This is an optimization exercise on Yosys and OpenROAD, whose aim is small area, a short achievable clock period and few clock cycles, not a production implementation.
The RTL was checked by simulation tests, not by an equivalence proof against the original design.
Power figures rest on the tool's default switching activity, not on a simulated workload.

## bse_keybuild
module bse_keybuild (
    input  wire       clk,
    input  wire       rst,
    input  wire       in_valid,
    output wire       in_ready,
    input  wire [7:0] in_data,
    input  wire       in_last,
    input  wire [7:0] tf_num,
    input  wire [7:0] tf_den,
    output wire       out_valid,
    input  wire       out_ready,
    output wire [7:0] out_data,
    output wire       out_last
);
    localparam PH_IN   = 3'd0;
    localparam PH_P1I  = 3'd1;
    localparam PH_P1   = 3'd2;
    localparam PH_C1   = 3'd3;
    localparam PH_C2   = 3'd4;
    localparam PH_C3   = 3'd5;
    localparam PH_P2   = 3'd6;
    localparam SU_SRCH = 3'd0;   
    localparam SU_PICK = 3'd1;   
    localparam SU_SMAX = 3'd2;   
    localparam SU_SMRK = 3'd3;   
    localparam SU_SADD = 3'd4;   
    localparam SU_SWAI = 3'd5;   
    localparam SU_KICK = 3'd6;   
    localparam FQ = 4;           
    reg [2:0]  ph;
    reg [2:0]  sub;
    reg        is_p1;            
    reg        pk_en;            
  ...
clock: 11.0 ns
lec_check: 0
abc_clock_period_in_ps: 3500
cap_margin: 20
core_margin: 2
core_utilization: 62
place_density: 0.72
setup_slack_margin: 5
slew_margin: 20
standard.sh (not shown) runs the stock make flow with config.mk's settings and CLKGATE_MAP_FILE= SYNTH_SCRIPT=/design/flow/synth_recipe.tcl, a recipe that flattens the netlist after the stock synthesis.
==> flow/flow/run.sh <==
#!/bin/bash
set -euo pipefail
MARGIN=${MARGIN:-7}
bash standard.sh synth > synth.log 2>&1
# the make call of standard.sh, with the margin changed
MAKECMD=$(grep '^make ' standard.sh | sed -e "s/SETUP_SLACK_MARGIN=[0-9.]*/SETUP_SLACK_MARGIN=${MARGIN}/" -e 's/"\${@:-finish}"/finish/')
eval "$MAKECMD" > layout.log 2>&1
# write the final DEF as standard.sh does
sed -n '/^if \[\[ -f/,/^fi/p' standard.sh > write_def.sh
bash write_def.sh > write_def.log 2>&1
test -f out/final.def
The starting point finished but fails on capacitance limit, slew limit.
Testbench counts at the start, summed over its fixed seeds: cycles 79,237.
Change:
--- a/flow/design.v
+++ b/flow/design.v
@@ -199,21 +199,23 @@
         begin
             msb8 = 8'd1;
             for (j = 0; j < 8; j = j + 1)
                 if (x[j]) msb8 = 8'd1 << j;
         end
     endfunction
     wire [7:0] sel_total = (total[11:8] != 4'd0) ? 8'h80 : msb8(total[7:0]);
     reg        one_r;            
     reg  [7:0] stop_sel;
     wire       stop2 = srch_busy && one_r && (ph == PH_P2);
-    assign sel_d = q_init ? (init_lvl ? ((lvl != 8'd0) ? msb8(lvl) : stop_sel) : sel_total) :
+    reg  [7:0] nxt_sel;
+    always @(posedge clk) nxt_sel <= msb8(lvl - 8'd1);
+    assign sel_d = q_init ? (init_lvl ? ((lvl != 8'd0) ? nxt_sel : stop_sel) : sel_total) :
                    s_start ? 8'h80 :
                    stop2 ? 8'd0 : srch_busy ? (sel >> 1) : sel;
     function [15:0] onehot16;
         input [3:0] x;
         begin
             onehot16 = 16'd1 << x;
         end
     endfunction
     reg  [3:0]  nt_k;
     reg  [7:0]  nsh;             
This time the run finished with antenna rules left.
Cell area went down slightly.
Wire length is higher slightly.
Count of clock-buffer cells in the layout increases by 11.
Final cell count fell slightly.
Synthesized cell count goes down slightly.
Worst setup slack improved by 0.24 ns.
Testbench counts after the change, summed over its fixed seeds: cycles 78,949.

--- another note on this design; it stands on its own ---

// bse_keybuild
module bse_keybuild (
    input  wire       clk,
    input  wire       rst,
    input  wire       in_valid,
    output wire       in_ready,
    input  wire [7:0] in_data,
    input  wire       in_last,
    input  wire [7:0] tf_num,
    input  wire [7:0] tf_den,
    output wire       out_valid,
    input  wire       out_ready,
    output wire [7:0] out_data,
    output wire       out_last
);
Size: about 20000 cells after synthesis, roughly 3500 flip-flops, about 40 I/O pins, about 170000 µm² of cells after synthesis.
==> flow/config.mk <==
export PLATFORM = sky130hd
export DESIGN_NAME = bse_keybuild
export DESIGN_NICKNAME = bse_keybuild
export VERILOG_FILES = /design/flow/design.v
export SDC_FILE = /design/flow/constraint.sdc
export NUM_CORES = 8
export LEC_CHECK = 0
export ABC_CLOCK_PERIOD_IN_PS = 3500
export CAP_MARGIN = 35
export CORE_MARGIN = 2
export CORE_UTILIZATION = 58
export PLACE_DENSITY = 0.68
export SETUP_SLACK_MARGIN = 5
export SLEW_MARGIN = 35
==> flow/constraint.sdc <==
create_clock -name core_clock -period 11.0 [get_ports {clk}]
set_input_delay 2.2000 -clock core_clock [delete_from_list [all_inputs] [get_ports {clk}]]
set_output_delay 2.2000 -clock core_clock [all_outputs]
set_load 0.01 [all_outputs]
standard.sh (not shown) runs the stock make flow with config.mk's settings and CLKGATE_MAP_FILE= SYNTH_SCRIPT=/design/flow/synth_recipe.tcl, a recipe that flattens the netlist after the stock synthesis.
==> flow/flow/run.sh <==
#!/bin/bash
set -euo pipefail
MARGIN=${MARGIN:-7}
bash standard.sh synth > synth.log 2>&1
# the make call of standard.sh, with the margin changed
MAKECMD=$(grep '^make ' standard.sh | sed -e "s/SETUP_SLACK_MARGIN=[0-9.]*/SETUP_SLACK_MARGIN=${MARGIN}/" -e 's/"\${@:-finish}"/finish/')
eval "$MAKECMD" > layout.log 2>&1
# write the final DEF as standard.sh does
sed -n '/^if \[\[ -f/,/^fi/p' standard.sh > write_def.sh
bash write_def.sh > write_def.log 2>&1
test -f out/final.def
Testbench counts at the start, summed over its fixed seeds: cycles 78,949.
Edit:
Settings changed: CAP_MARGIN 35 to 30, CORE_UTILIZATION 58 to 60, PLACE_DENSITY 0.68 to 0.7, SLEW_MARGIN 35 to 30.
Count of clock-buffer cells in the layout is lower by 4.
Synthesized cell count does not change.
Synthesized area stays the same.
Edit:
Settings changed: CAP_MARGIN 30 to 35, CORE_UTILIZATION 60 to 62, PLACE_DENSITY 0.7 to 0.72, SLEW_MARGIN 30 to 35.
The changed run finished with timing, DRC and antenna clean.
Area after synthesis does not change.
Setup slack improves by 49 ps.
Die area decreases by about 3.2%.
Final area stays flat.
Clock power is about the same.
Core utilization came out higher by 2.6 points.
Critical path depth grows by 2.

## what the ideal ports hide
Ports are ideal in the flow. The routed layouts listed here were re-timed in OpenROAD.
Step 1, drivers: a clkbuf_16 drives clk and a buf_2 each remaining input, both assumed.
Step 2 adds t to the input delays and takes it off the output delays; t is the mean of the earliest and latest rising clock arrival at the registers after step 1. Input paths then give back, and output paths get back, about the clock's delay inside the block.
Slacks: no drivers / after step 1 / after step 2; pairs: no drivers / after step 1.
| run | t, ns | slack for setup (ns) | latest minus earliest clock arrival (ns) |
|---|---|---|---|
| the first run of note 1 | 1.106 | 6.307 / 6.307 / 6.141 | 0.074 / 0.074 |
| the second run of note 1 | 1.086 | 6.547 / 6.547 / 6.266 | 0.081 / 0.082 |
| the first run of note 2 | 1.101 | 6.504 / 6.504 / 6.082 | 0.067 / 0.066 |
| the second run of note 2 | 1.109 | 6.537 / 6.537 / 6.036 | 0.069 / 0.069 |
| the third run of note 2 | 1.106 | 6.586 / 6.586 / 6.266 | 0.055 / 0.055 |
The setup slack of the second run of note 2, which loses most, moves by 0.000 ns with the drivers and by -0.501 ns with both steps.
